Background: an optimization exercise with open tools, aiming at a short achievable clock period and few clock cycles. Do not read the settings as production practice. Only simulation tests tie the RTL to the original design; equivalence was not proved.

## delta
==> flow/design.v <==
module stack_core (
    input  wire        clk,
    input  wire        rst,           
    output reg         mem_req,
    output reg         mem_we,
    output reg  [15:0] mem_addr,
    output reg  [15:0] mem_wdata,
    input  wire [15:0] mem_rdata,
    input  wire        mem_ready,
    output reg         out_valid,
    output reg  [15:0] out_data,
    output wire        halted,
    output wire        faulted,
    output reg  [2:0]  fault_kind,
    output reg  [16:0] fault_pc,
    output reg  [16:0] pc,
    output reg  [16:0] sp,
    output reg  [15:0] fp,
    output reg  [31:0] reads,
    output reg  [31:0] writes
);
    localparam [15:0] OP_HALT   = 16'd0,  OP_NOP    = 16'd1,  OP_ADD    = 16'd2,
                      OP_SUB    = 16'd3,  OP_MULT   = 16'd4,  OP_DIV    = 16'd5,
                      OP_CALL   = 16'd6,  OP_RETURN = 16'd7,  OP_JMP    = 16'd8,
                      OP_JEQ    = 16'd9,  OP_PRINTI = 16'd10, OP_PRINTS = 16'd11,
                      OP_PUSHC  = 16'd12, OP_PUSHA  = 16'd13, OP_PUSHR  = 16'd14,
                      OP_POPA   = 16'd15, OP_POPR   = 16'd16;
    localparam [2:0] F_NONE = 3'd0, F_ADDR = 3'd1, F_ARITH = 3'd2,
                     F_STACK_UNDER = 3'd3, F_STACK_OVER = 3'd4;
    localparam [3:0] S_FETCH  = 4'd0,  S_DECODE = 4'd1,  S_IMM    = 4'd2,
                     S_POPA   = 4'd3,  S_POPB   = 4'd4,  S_EXEC   = 4'd5,
                     S_PUSH   = 4'd6,  S_LOAD   = 4'd7,  S_STORE  = 4'd8,
                     S_POPFP  = 4'd9,  S_POPPC  = 4'd10, S_RETCHK = 4'd11,
                     S_HALTED = 4'd12, S_FAULTED = 4'd13, S_DIV = 4'd14, S_DIVW = 4'd15;
    reg [3:0]  state;
    reg [15:0] ir;           
    reg [15:0] imm;          
    reg [15:0] opa;          
    reg [15:0] opb;          
    reg [17:0] ea;           
    reg        call_second;  
    assign halted  = (state == S_HALTED);
    assign faulted = (state == S_FAULTED);
    wire signed [17:0] fp_plus_imm = $signed({2'b00, fp}) + $signed({{2{imm[15]}}, imm});
    wire               ea_bad      = ea[17] || ea[16];
    reg  [15:0] alu_res;
    always @(*) begin
        case (ir)
            OP_ADD:  alu_res = opb + opa;
            OP_SUB:  alu_res = opb - opa;
            default: alu_res = opb * opa;
        endcase
    end
    localparam DIVK = 2;
    reg [15:0] md_a, md_b;    
    reg [15:0] md_q;
    reg [16:0] md_r;
    reg        md_neg;
    reg [2:0]  md_cnt;
    function [18:0] pfx_add;
        input [17:0] x;
        input [17:0] y;
        input        cin;
        reg   [17:0] g, p, gg, pp;
        reg   [18:0] c;
        integer i, d;
        begin
            g  = x & y;
            p  = x ^ y;
            gg = g;
            pp = p;
            for (d = 1; d < 18; d = d * 2)
                for (i = 17; i >= d; i = i - 1) begin
                    gg[i] = gg[i] | (pp[i] & gg[i-d]);
                    pp[i] = pp[i] & pp[i-d];
                end
            c[0] = cin;
            for (i = 0; i < 18; i = i + 1)
                c[i+1] = gg[i] | (pp[i] & cin);
            pfx_add = {c[18], p ^ c[17:0]};
        end
    endfunction
    reg  [16:0] dv_r;
    reg  [16:0] dv_rr;
    reg  [15:0] dv_b;
    reg  [15:0] dv_q;
    reg  [18:0] dv_t;
    integer j;
    wire       dv_first = (md_cnt == 3'd0);
    reg  [2:0] dv_lzc;
    integer z;
    always @(*) begin
        dv_lzc = 3'd0;
        for (z = 1; z < 16 / DIVK; z = z + 1)
            if ((md_b >> (16 - DIVK * z)) == 16'd0)
                dv_lzc = z;
    end
    wire [2:0] dv_lz    = dv_first ? dv_lzc : 3'd0;
    wire [2:0] dv_step  = dv_first ? dv_lz : md_cnt;
    wire       dv_last  = (dv_step == (16 / DIVK) - 1);
    always @(*) begin
        dv_r = md_r;
        dv_b = md_b << (DIVK * dv_lz);
        dv_q = md_q;
        for (j = 0; j < DIVK; j = j + 1) begin
            dv_rr = {dv_r[15:0], dv_b[15]};
            dv_b  = {dv_b[14:0], 1'b0};
            dv_t  = pfx_add({1'b0, dv_rr}, {2'b11, ~md_a}, 1'b1);
            if (dv_t[18]) begin
                dv_r = dv_t[16:0];
                dv_q = {dv_q[14:0], 1'b1};
            end else begin
                dv_r = dv_rr;
                dv_q = {dv_q[14:0], 1'b0};
            end
        end
    end
    wire [18:0] neg_q  = pfx_add({2'b11, ~md_q}, 18'd0, 1'b1);
    wire [15:0] div_res = md_neg ? neg_q[15:0] : md_q;
    always @(*) begin
        mem_req   = 1'b0;
        mem_we    = 1'b0;
        mem_addr  = 16'd0;
        mem_wdata = 16'd0;
        case (state)
            S_FETCH, S_IMM: begin
                mem_req  = !pc[16];
                mem_addr = pc[15:0];
            end
            S_POPA, S_POPB, S_POPFP, S_POPPC: begin
                mem_req  = !sp[16];
                mem_addr = sp[15:0];
            end
            S_PUSH: begin
                mem_req   = (sp != 17'd0);
                mem_we    = 1'b1;
                mem_addr  = sp[15:0] - 16'd1;
                mem_wdata = opa;
            end
            S_LOAD: begin
                mem_req  = !ea_bad;
                mem_addr = ea[15:0];
            end
            S_STORE: begin
                mem_req   = !ea_bad;
                mem_we    = 1'b1;
                mem_addr  = ea[15:0];
                mem_wdata = opa;
            end
            default: ;
        endcase
    end
    wire done = mem_req && mem_ready;
    task automatic raise(input [2:0] kind);
        begin
            fault_kind <= kind;
            state      <= S_FAULTED;
        end
    endtask
    always @(posedge clk) begin
        if (rst) begin
            state       <= S_FETCH;
            pc          <= 17'd0;
            sp          <= 17'd65536;
            fp          <= 16'd0;
            reads       <= 32'd0;
            writes      <= 32'd0;
            fault_kind  <= F_NONE;
            fault_pc    <= 17'd0;
            ir          <= 16'd0;
            imm         <= 16'd0;
            opa         <= 16'd0;
            opb         <= 16'd0;
            ea          <= 18'd0;
            call_second <= 1'b0;
            out_valid   <= 1'b0;
            out_data    <= 16'd0;
            md_a        <= 16'd0;
            md_b        <= 16'd0;
            md_q        <= 16'd0;
            md_r        <= 17'd0;
            md_neg      <= 1'b0;
            md_cnt      <= 3'd0;
        end else begin
            out_valid <= 1'b0;
            case (state)
                S_FETCH: begin
                    fault_pc <= pc;
                    if (pc[16]) begin
                        raise(F_ADDR);
                    end else if (done) begin
                        ir          <= mem_rdata;
                        pc          <= pc + 17'd1;
                        reads       <= reads + 32'd1;
                        call_second <= 1'b0;
                        case (mem_rdata)
                            OP_HALT: state <= S_HALTED;
                            OP_ADD, OP_SUB, OP_MULT, OP_DIV, OP_PRINTI, OP_JEQ:
                                state <= S_POPA;
                            OP_CALL, OP_RETURN, OP_JMP, OP_PUSHC, OP_PUSHA,
                            OP_PUSHR, OP_POPA, OP_POPR:
                                state <= S_IMM;
                            default: state <= S_FETCH;    
                        endcase
                    end
                end
                S_DECODE: begin
                    ea    <= fp_plus_imm;
                    state <= S_LOAD;
                end
                S_IMM: begin
                    if (pc[16]) begin
                        raise(F_ADDR);
                    end else if (done) begin
                        imm   <= mem_rdata;
                        pc    <= pc + 17'd1;
                        reads <= reads + 32'd1;
                        case (ir)
                            OP_JMP, OP_JEQ: begin
                                pc    <= {1'b0, mem_rdata};
                                state <= S_FETCH;
                            end
                            OP_PUSHC: begin
                                opa   <= mem_rdata;
                                state <= S_PUSH;
                            end
                            OP_PUSHA: begin
                                ea    <= {2'b00, mem_rdata};
                                state <= S_LOAD;
                            end
                            OP_PUSHR: begin
                                state <= S_DECODE;    
                            end
                            OP_CALL: begin
                                if (pc[15:0] == 16'hFFFF) begin
                                    pc <= pc + 17'd1;
                                    raise(F_ADDR);
                                end else begin
                                    opa   <= pc[15:0] + 16'd1;
                                    state <= S_PUSH;
                                end
                            end
                            default: state <= S_POPA;    
                        endcase
                    end
                end
                S_POPA: begin
                    if (sp[16]) begin
                        raise(F_STACK_UNDER);
                    end else if (done) begin
                        opa   <= mem_rdata;
                        sp    <= sp + 17'd1;
                        reads <= reads + 32'd1;
                        case (ir)
                            OP_PRINTI: begin
                                out_valid <= 1'b1;
                                out_data  <= mem_rdata;
                                state     <= S_FETCH;
                            end
                            OP_JEQ: begin
                                if (mem_rdata == 16'd0) begin
                                    state <= S_IMM;
                                end else begin
                                    pc    <= pc + 17'd1;
                                    state <= S_FETCH;
                                end
                            end
                            OP_POPA: begin
                                ea    <= {2'b00, imm};
                                state <= S_STORE;
                            end
                            OP_POPR: begin
                                ea    <= fp_plus_imm;
                                state <= S_STORE;
                            end
                            OP_RETURN: begin
                                sp    <= {1'b0, fp};
                                state <= S_POPFP;
                            end
                            default: state <= S_POPB;    
                        endcase
                    end
                end
                S_POPB: begin
                    if (sp[16]) begin
                        raise(F_STACK_UNDER);
                    end else if (done) begin
                        opb   <= mem_rdata;
                        sp    <= sp + 17'd1;
                        reads <= reads + 32'd1;
                        state <= S_EXEC;
                    end
                end
                S_EXEC: begin
                    if (ir == OP_DIV && opa == 16'd0) begin
                        raise(F_ARITH);
                    end else if (ir == OP_DIV) begin
                        md_a   <= opa[15] ? (16'd0 - opa) : opa;
                        md_b   <= opb[15] ? (16'd0 - opb) : opb;
                        md_neg <= opa[15] ^ opb[15];
                        md_q   <= 16'd0;
                        md_r   <= 17'd0;
                        md_cnt <= 3'd0;
                        state  <= S_DIV;
                    end else begin
                        opa   <= alu_res;
                        state <= S_PUSH;
                    end
                end
                S_DIV: begin
                    md_r   <= dv_r;
                    md_b   <= dv_b;
                    md_q   <= dv_q;
                    md_cnt <= dv_step + 3'd1;
                    if (dv_last)
                        state <= S_DIVW;
                end
                S_DIVW: begin
                    opa   <= div_res;
                    state <= S_PUSH;
                end
                S_PUSH: begin
                    if (sp == 17'd0) begin
                        raise(F_STACK_OVER);
                    end else if (done) begin
                        sp     <= sp - 17'd1;
                        writes <= writes + 32'd1;
                        if (ir == OP_CALL && !call_second) begin
                            call_second <= 1'b1;
                            opa         <= fp;
                            state       <= S_PUSH;
                        end else if (ir == OP_CALL) begin
                            fp    <= sp[15:0] - 16'd1;
                            pc    <= {1'b0, imm};
                            state <= S_FETCH;
                        end else begin
                            state <= S_FETCH;
                        end
                    end
                end
                S_LOAD: begin
                    if (ea_bad) begin
                        raise(F_ADDR);
                    end else if (done) begin
                        opa   <= mem_rdata;
                        reads <= reads + 32'd1;
                        state <= S_PUSH;
                    end
                end
                S_STORE: begin
                    if (ea_bad) begin
                        raise(F_ADDR);
                    end else if (done) begin
                        writes <= writes + 32'd1;
                        state  <= S_FETCH;
                    end
                end
                S_POPFP: begin
                    if (done) begin    
                        opb   <= mem_rdata;
                        sp    <= sp + 17'd1;
                        reads <= reads + 32'd1;
                        state <= S_POPPC;
                    end
                end
                S_POPPC: begin
                    fp <= opb;
                    if (sp[16]) begin
                        raise(F_STACK_UNDER);
                    end else if (done) begin
                        pc    <= {1'b0, mem_rdata};
                        sp    <= sp + 17'd1;
                        reads <= reads + 32'd1;
                        state <= S_RETCHK;
                    end
                end
                S_RETCHK: begin
                    if (fp_plus_imm[17] || fp_plus_imm[16]) begin
                        raise(F_ADDR);
                    end else begin
                        sp    <= {1'b0, fp_plus_imm[15:0]};
                        ea    <= fp_plus_imm;
                        state <= S_STORE;
                    end
                end
                default: ;    
            endcase
        end
    end
endmodule
==> flow/config.mk <==
export PLATFORM = sky130hd
export DESIGN_NAME = stack_core
export DESIGN_NICKNAME = stack_core
export VERILOG_FILES = /design/flow/design.v
export SDC_FILE = /design/flow/constraint.sdc
export NUM_CORES = 4
export LEC_CHECK = 0
export CAP_MARGIN = 20
export CORE_MARGIN = 2
export CORE_UTILIZATION = 40
export SLEW_MARGIN = 20
==> flow/constraint.sdc <==
create_clock -name core_clock -period 50.0 [get_ports {clk}]
set_input_delay 10.0000 -clock core_clock [delete_from_list [all_inputs] [get_ports {clk}]]
set_output_delay 10.0000 -clock core_clock [all_outputs]
set_load 0.01 [all_outputs]
run.sh (not shown) runs the stock make flow with config.mk's settings and CLKGATE_MAP_FILE= SYNTH_SCRIPT=/design/flow/synth_recipe.tcl, a recipe that flattens the netlist after the stock synthesis.
In summary, delta completed successfully, with a layout that passed the timing, DRC and antenna checks.
Testbench counts of delta, summed over its fixed seeds: cycles 423,908.
> inputs changed (delta -> quartz)
-- flow/design.v --
<<< delta, line 52
        endcase
    end
    localparam DIVK = 2;
    reg [15:0] md_a, md_b;    
    reg [15:0] md_q;
>>> quartz, line 52
        endcase
    end
    localparam DIVK = 4;
    reg [15:0] md_a, md_b;    
    reg [15:0] md_q;
<<< delta, line 88
    integer j;
    wire       dv_first = (md_cnt == 3'd0);
    reg  [2:0] dv_lzc;
    integer z;
    always @(*) begin
        dv_lzc = 3'd0;
        for (z = 1; z < 16 / DIVK; z = z + 1)
            if ((md_b >> (16 - DIVK * z)) == 16'd0)
                dv_lzc = z;
    end
    wire [2:0] dv_lz    = dv_first ? dv_lzc : 3'd0;
    wire [2:0] dv_step  = dv_first ? dv_lz : md_cnt;
    wire       dv_last  = (dv_step == (16 / DIVK) - 1);
>>> quartz, line 88
    integer j;
    wire       dv_first = (md_cnt == 3'd0);
    wire [2:0] dv_lz    = !dv_first                ? 3'd0 :
                          (md_b[15:4]  == 12'd0)   ? 3'd3 :
                          (md_b[15:8]  == 8'd0)    ? 3'd2 :
                          (md_b[15:12] == 4'd0)    ? 3'd1 : 3'd0;
    wire [2:0] dv_step  = dv_first ? dv_lz : md_cnt;
    wire       dv_last  = (dv_step == (16 / DIVK) - 1);
<<< delta, line 206
                end
                S_DECODE: begin
                    ea    <= fp_plus_imm;
                    state <= S_LOAD;
                end
                S_IMM: begin
>>> quartz, line 201
                end
                S_DECODE: begin
                    call_second <= 1'b0;
                    case (ir)
                        OP_HALT: state <= S_HALTED;
                        OP_ADD, OP_SUB, OP_MULT, OP_DIV, OP_PRINTI, OP_JEQ:
                            state <= S_POPA;
                        OP_CALL, OP_RETURN, OP_JMP, OP_PUSHC, OP_PUSHA,
                        OP_PUSHR, OP_POPA, OP_POPR:
                            state <= S_IMM;
                        default: state <= S_FETCH;    
                    endcase
                end
                S_IMM: begin
<<< delta, line 230
                            end
                            OP_PUSHR: begin
                                state <= S_DECODE;    
                            end
                            OP_CALL: begin
>>> quartz, line 233
                            end
                            OP_PUSHR: begin
                                ea    <= $signed({2'b00, fp}) + $signed({{2{mem_rdata[15]}}, mem_rdata});
                                state <= S_LOAD;
                            end
                            OP_CALL: begin
--- outcome ---
- The final layout from quartz, which completed every stage, passed the timing, DRC and antenna checks at the end of the flow.
- Relative to delta, the total number of placement rows measured on quartz has increased by a few percent.
- [compare] base=delta new=quartz: first-pass GRT wire length went up, core occupancy in the finished layout did not really move.
- The total wire length of quartz exceeds that of delta by about 11%.
Testbench counts of quartz, summed over its fixed seeds: cycles 419,608.

[separate check: timing with driven ports]
No port has a modelled driver above. Below, the same layouts with a new extraction and two added sets of constraints.
Step 1, drivers: a clkbuf_16 drives clk and a buf_2 each remaining input, both assumed.
Step 2 adds t to the input delays and takes it off the output delays; t is the mean of the earliest and latest rising clock arrival at the registers after step 1. Input paths then give back, and output paths get back, about the clock's delay inside the block.
a / b / c = ideal / step 1 / step 2; a / b = the first two.
run | t (ns) | setup slack, ns | clock arrival spread, ns | worst data-port slew with drivers (ns) | cell pins on the clock port's net
delta | 0.618 | 36.089 / 36.027 / 36.645 | 0.025 / 0.026 | 0.09 | 1
quartz | 0.635 | 36.324 / 36.260 / 36.517 | 0.046 / 0.045 | 0.09 | 1
After both steps setup and hold are still met in every run listed.
